This design comes from an exercise in tuning for a short achievable clock period and few clock cycles on the open sky130 flow, not from production work.
Only simulation tests tie the RTL to the original design; equivalence was not proved.
Power is estimated from default activity; no workload was simulated.

## rev 12
==> flow/design.v <==
module crc_frame_enc (
    input  wire        clk,
    input  wire        rst,         
    input  wire        cmd_valid,
    output wire        cmd_ready,
    input  wire [15:0] cmd,
    output reg         rsp_valid,
    output reg  [2:0]  rsp_kind,
    output reg  [63:0] rsp_data
);
    localparam [7:0] WRITE_FLAG = 8'h80;
    localparam [7:0] SLOT_A     = 8'h30;
    localparam [7:0] SLOT_B     = 8'h38;
    localparam [2:0] K_OK     = 3'd0;
    localparam [2:0] K_VAL16  = 3'd1;
    localparam [2:0] K_BOOL   = 3'd2;
    localparam [2:0] K_REPORT = 3'd3;
    localparam [2:0] K_END    = 3'd4;
    localparam [2:0] K_STAT   = 3'd5;
    localparam [2:0] K_FAULT  = 3'd6;
    localparam [1:0] PH_LOAD  = 2'd0;
    localparam [1:0] PH_EMIT  = 2'd1;
    localparam [1:0] PH_DONE  = 2'd2;
    localparam [1:0] PH_FAULT = 2'd3;
    localparam [2:0] F_INVALID_SLOT = 3'd1;
    localparam [2:0] F_PAYLOAD_LEN  = 3'd2;
    localparam [2:0] F_SEQUENCE     = 3'd3;
    localparam [2:0] F_ILLEGAL      = 3'd4;
    function [15:0] crc_step;
        input [15:0] c;
        input [7:0]  b;
        integer i;
        reg [15:0] x;
        begin
            x = c ^ {8'h00, b};
            for (i = 0; i < 8; i = i + 1)
                x = x[0] ? ((x >> 1) ^ 16'h8408) : (x >> 1);
            crc_step = x;
        end
    endfunction
    reg rst_q;
    reg rdy_r;
    assign cmd_ready = rdy_r;
    always @(posedge clk) begin
        rst_q <= rst;
        rdy_r <= !rst;
    end
    wire [7:0] i_op  = cmd[15:8];
    wire [7:0] i_arg = cmd[7:0];
    wire       i_z   = (i_arg == 8'h00);
    wire       i_acc = !rst && cmd_valid && rdy_r;
    wire       i_push = (i_op == 8'h21);
    reg        b_v;
    reg        b_rst, b_stat, b_init, b_upd, b_rd, b_chk, b_new;
    reg        b_push, b_slot, b_start, b_next, b_ill;
    reg        b_slotok, b_slotb;    
    reg [7:0]  b_byte;
    reg [15:0] b_mb;                 
    always @(posedge clk) begin
        b_v      <= i_acc;
        b_rst    <= (i_op == 8'h01) && i_z;
        b_stat   <= (i_op == 8'h02) && i_z;
        b_init   <= (i_op == 8'h10) && i_z;
        b_upd    <= (i_op == 8'h11);
        b_rd     <= (i_op == 8'h12) && i_z;
        b_chk    <= (i_op == 8'h13) && i_z;
        b_new    <= (i_op == 8'h20) && i_z;
        b_push   <= i_push;
        b_slot   <= (i_op == 8'h22);
        b_start  <= (i_op == 8'h23) && i_z;
        b_next   <= (i_op == 8'h24) && i_z;
        b_ill    <= !(((i_op == 8'h01) || (i_op == 8'h02) || (i_op == 8'h10) ||
                       (i_op == 8'h12) || (i_op == 8'h13) || (i_op == 8'h20) ||
                       (i_op == 8'h23) || (i_op == 8'h24)) && i_z) &&
                    (i_op != 8'h11) && (i_op != 8'h21) && (i_op != 8'h22);
        b_slotok <= (i_arg == 8'd1) || (i_arg == 8'd2);
        b_slotb  <= (i_arg == 8'd2);
        b_byte   <= i_arg;
        b_mb     <= crc_step(16'h0000, i_arg);
    end
    reg [15:0] crc_r;
    reg [15:0] pcrc;         
    reg [7:0]  pay [0:63];   
    reg [6:0]  wp;
    reg        slot_b;       
    reg        slotv;
    reg [15:0] cks;
    reg        cksv;
    reg [3:0]  seq;
    reg        repv;
    reg [1:0]  phase;
    reg [2:0]  err;
    reg [9:0]  low;          
    reg [9:0]  rest;         
    reg        push_en;      
    wire ph_load  = (phase == PH_LOAD);
    wire ph_emit  = (phase == PH_EMIT);
    wire ph_done  = (phase == PH_DONE);
    wire ph_fault = (phase == PH_FAULT);
    wire wp_full  = wp[6];
    wire [8:1] chunk_nz;
    genvar g;
    generate
        for (g = 1; g <= 8; g = g + 1) begin : g_nz
            assign chunk_nz[g] = |{pay[7*g+6], pay[7*g+5], pay[7*g+4], pay[7*g+3],
                                   pay[7*g+2], pay[7*g+1], pay[7*g]};
        end
    endgenerate
    wire [9:0] rest_low = rest & ~(rest - 10'd1);
    reg  [3:0] low_idx;
    reg  [3:0] seq_after;
    integer k;
    always @(*) begin
        low_idx   = 4'd0;
        seq_after = 4'd0;
        for (k = 0; k < 10; k = k + 1)
            if (low[k]) begin
                low_idx   = low_idx   | k[3:0];
                seq_after = seq_after | (k[3:0] + 4'd1);
            end
    end
    wire f_push  = b_push  && !push_en;
    wire f_slot  = b_slot  && (!ph_load || !b_slotok);
    wire f_start = b_start && (ph_fault || !wp_full || !slotv);
    wire f_next  = b_next  && (ph_load || ph_fault);
    wire fault   = b_ill || f_push || f_slot || f_start || f_next;
    wire [2:0] fcode =
        b_ill                                  ? F_ILLEGAL      :
        (b_slot && ph_load)                    ? F_INVALID_SLOT :
        ((b_push && ph_load) ||
         (b_start && !ph_fault && !wp_full))   ? F_PAYLOAD_LEN  :
                                                 F_SEQUENCE;
    wire do_clr   = b_v && (b_rst || b_new);
    wire do_push  = push_en;
    wire do_slot  = b_v && b_slot  && !f_slot;
    wire do_start = b_v && b_start && !f_start;
    wire do_emit  = b_v && b_next  && ph_emit;
    reg [1:0] phase_nx;
    reg [6:0] wp_nx;
    always @(*) begin
        phase_nx = phase;
        if (rst_q || do_clr)
            phase_nx = PH_LOAD;
        else if (b_v && fault)
            phase_nx = PH_FAULT;
        else if (do_start)
            phase_nx = PH_EMIT;
        else if (do_emit && low[9])
            phase_nx = PH_DONE;
        wp_nx = wp;
        if (rst_q || do_clr)
            wp_nx = 7'd0;
        else if (do_push)
            wp_nx = wp + 7'd1;
    end
    wire [31:0] stat_word = {12'd0, seq, 1'b0, wp, repv, cksv, slotv, err, phase};
    always @(posedge clk) begin
        if (do_push) begin : shift
            integer i;
            for (i = 0; i < 63; i = i + 1)
                pay[i] <= pay[i+1];
            pay[63] <= b_byte;
        end
    end
    always @(posedge clk) begin
        push_en <= i_acc && i_push && (phase_nx == PH_LOAD) && !wp_nx[6];
        phase   <= phase_nx;
        wp      <= wp_nx;
        if (rst_q) begin
            crc_r  <= 16'hFFFF;
            pcrc   <= 16'hFFFF;
            slot_b <= 1'b0;
            slotv  <= 1'b0;
            cks    <= 16'h0000;
            cksv   <= 1'b0;
            seq    <= 4'd0;
            repv   <= 1'b0;
            err    <= 3'd0;
            low    <= 10'd0;
            rest   <= 10'd0;
        end else begin
            if (b_v && (b_rst || b_init))
                crc_r <= 16'hFFFF;
            else if (b_v && b_upd)
                crc_r <= crc_step(crc_r, 8'h00) ^ b_mb;
            else if (do_start)
                crc_r <= pcrc;
            if (do_clr)
                pcrc <= 16'hFFFF;
            else if (do_push)
                pcrc <= crc_step(pcrc, 8'h00) ^ b_mb;
            if (do_slot) begin
                slot_b <= b_slotb;
                slotv  <= 1'b1;
            end else if (do_clr)
                slotv  <= 1'b0;
            if (do_start) begin
                cks  <= pcrc;
                cksv <= 1'b1;
            end else if (do_clr)
                cksv <= 1'b0;
            if (do_clr || do_start) begin
                seq  <= 4'd0;
                repv <= 1'b0;
            end else if (do_emit) begin
                seq  <= seq_after;
                repv <= 1'b1;
            end
            if (do_start) begin
                low  <= 10'd1;
                rest <= {1'b1, chunk_nz, 1'b0};
            end else if (do_emit) begin
                low  <= rest_low;
                rest <= rest & ~rest_low;
            end
            if (do_clr)
                err <= 3'd0;
            else if (b_v && fault && !ph_fault)
                err <= fcode;
        end
    end
    reg [55:0] chunk;
    integer s;
    always @(*) begin
        chunk = {24'd0, cks, (slot_b ? SLOT_B : SLOT_A), pay[63]} & {56{low[9]}};
        for (s = 0; s < 9; s = s + 1)
            chunk = chunk | ({pay[7*s+6], pay[7*s+5], pay[7*s+4], pay[7*s+3],
                              pay[7*s+2], pay[7*s+1], pay[7*s]} & {56{low[s]}});
    end
    always @(posedge clk) begin
        rsp_valid <= !rst && b_v;
        rsp_kind  <= fault                  ? K_FAULT  :
                     b_stat                 ? K_STAT   :
                     b_rd                   ? K_VAL16  :
                     b_chk                  ? K_BOOL   :
                     (b_next && ph_emit)    ? K_REPORT :
                     (b_next && ph_done)    ? K_END    :
                                              K_OK;
        rsp_data  <= fault               ? {61'd0, fcode} :
                     b_stat              ? {32'd0, stat_word} :
                     b_rd                ? {48'd0, crc_r} :
                     b_chk               ? {63'd0, (crc_r == 16'hF0B8)} :
                     (b_next && ph_emit) ? {WRITE_FLAG | {4'd0, low_idx}, chunk} :
                                           64'd0;
    end
endmodule
make LEC_CHECK=0 ABC_CLOCK_PERIOD_IN_PS=2000 CAP_MARGIN=20 CORE_MARGIN=2 CORE_UTILIZATION=45 PLACE_DENSITY=0.6 SETUP_SLACK_MARGIN=4.5 SLEW_MARGIN=20 finish   # period 6.5 ns
run.sh (not shown) runs the stock make flow with config.mk's settings and CLKGATE_MAP_FILE= SYNTH_SCRIPT=/design/flow/synth_recipe.tcl, a recipe that flattens the netlist after the stock synthesis.
Looking at the reports, rev 12 completed the entire flow and the layout it produced met the timing, design-rule and antenna checks.
Testbench counts of rev 12, summed over its fixed seeds: cycles 19,204.
[inputs] rev 13 vs rev 12
- CORE_UTILIZATION changed from 45 to 60
- PLACE_DENSITY changed from 0.6 to 0.7
==> run notes <==
In the reports for rev 13 and rev 12, the smaller sequential share of layout area belongs to rev 12. Number of global-route vias before repair in rev 13 is 417 lower than in rev 12. Summary of rev 13 over rev 12: via count of the routed design up 77; total power down 1.2%; wire length of the first global-routing pass down about 3.8%; routing usage on met2 up 12 points. Rev 13 improves on rev 12 in net switching power. Number of buffers other than clock buffers in the final layout on rev 13 is down relative to rev 12.

---

## P
crc_frame_enc, a different RTL version from the one above (not shown whole).
For scale: roughly 1700 cells after synthesis, ~700 flip-flops, roughly 88 I/O pins, roughly 26000 µm² of cells after synthesis.
Settings: LEC_CHECK=0, ABC_CLOCK_PERIOD_IN_PS=2000, CAP_MARGIN=20, CORE_MARGIN=2, CORE_UTILIZATION=35, PLACE_DENSITY=0.55, SETUP_SLACK_MARGIN=4.5, SLEW_MARGIN=20; clock period 6.5 ns.
Testbench counts of P, summed over its fixed seeds: cycles 19,204.
### P -> R
==> flow/flow/run.sh (new file) <==
#!/bin/bash
# Standard ORFS layout, with one extra step after placement: each flip-flop
# that drives an output port's buffer is moved next to that buffer, then the
# placement is legalised again. Everything else is the standard flow.
set -euo pipefail
W=$(pwd)
R=$W/orfs/results/$FLOW_PLATFORM/crc_frame_enc/base
bash standard.sh place > $W/flow_place.log 2>&1
cp $R/3_place.odb $R/3_place_orig.odb
RESULTS=$R openroad -no_init -exit $W/flow/move_out.tcl > $W/flow_move.log 2>&1
bash standard.sh finish > $W/flow_finish.log 2>&1
==> flow/flow/move_out.tcl (new file) <==
# Move the flip-flop behind each output port buffer next to that buffer.
read_db $::env(RESULTS)/3_place_orig.odb
set block [ord::get_db_block]
set moved 0
foreach bterm [$block getBTerms] {
  if {[$bterm getIoType] ne "OUTPUT"} { continue }
  set net [$bterm getNet]
  if {$net eq "NULL"} { continue }
  set buf ""
  foreach it [$net getITerms] { if {[$it isOutputSignal]} { set buf [$it getInst] } }
  if {$buf eq ""} { continue }
  set innet ""
  foreach it [$buf getITerms] { if {[$it isInputSignal]} { set innet [$it getNet] } }
  if {$innet eq "" || $innet eq "NULL"} { continue }
  set ff ""
  foreach it [$innet getITerms] { if {[$it isOutputSignal]} { set ff [$it getInst] } }
  if {$ff eq ""} { continue }
  if {![string match "*__df*" [[$ff getMaster] getName]]} { continue }
  set loc [$buf getLocation]
  $ff setLocation [lindex $loc 0] [lindex $loc 1]
  incr moved
}
puts "moved $moved flip-flops"
detailed_placement
check_placement -verbose
write_db $::env(RESULTS)/3_place.odb
==> flow/standard.sh (new file) <==
#!/bin/bash
# synth_recipe.tcl (not shown) runs the flow's synth.tcl, then flattens the netlist and writes it again
# the make line also repeats each setting of config.mk as NAME=value (left out here)
make -C /OpenROAD-flow-scripts/flow DESIGN_CONFIG=/design/flow/config.mk WORK_HOME=/design/flow/orfs CLKGATE_MAP_FILE= SYNTH_SCRIPT=/design/flow/synth_recipe.tcl "${@:-finish}"
removed: flow/run.sh
## What came out
- Min final routed wirelength across all metal layers across P and R: P
- Any difference in fraction of the cycle the final worst path needs between R and P is small enough to ignore.
- Between P and R, the difference in cell count is negligible.
- Relative to P, fill cell instance count of the final layout decreased by about 0.34% in R.

-- separate check: timing with driven ports --
In the flow no input, the clock included, has a driving cell. The finished layouts below were timed again as built, in two steps. Step 1 (the two cells are an assumption about what drives the block):
set clk [get_ports {clk}]
set_driving_cell -lib_cell sky130_fd_sc_hd__clkbuf_16 $clk
set_driving_cell -lib_cell sky130_fd_sc_hd__buf_2 [delete_from_list [all_inputs] $clk]
Step 2, shift: input delay + t, output delay - t, t = (earliest + latest rising clock arrival at the registers) / 2. This alone moves slack from input paths to output paths. Slacks: ideal / step 1 / step 2; pairs: ideal / step 1.
run | shift t [ns] | slack for setup (ns) | hold slack, ns | worst slew at a driven data input, ns | pins driven straight from the clock port
rev 12 | 0.685 | 4.061 / 3.994 / 3.883 | 0.406 / 0.406 / 0.406 | 0.03 | 1
rev 13 | 0.665 | 4.110 / 4.047 / 3.834 | 0.404 / 0.404 / 0.404 | 0.05 | 1
P | 0.696 | 4.113 / 4.047 / 3.958 | 0.405 / 0.405 / 0.405 | 0.03 | 1
R | 0.698 | 4.122 / 4.052 / 3.972 | 0.405 / 0.405 / 0.405 | 0.03 | 1
After both steps every run listed still meets setup and hold. The setup slack of rev 13, which loses most, moves by -0.063 ns with the drivers and by -0.276 ns with both steps.
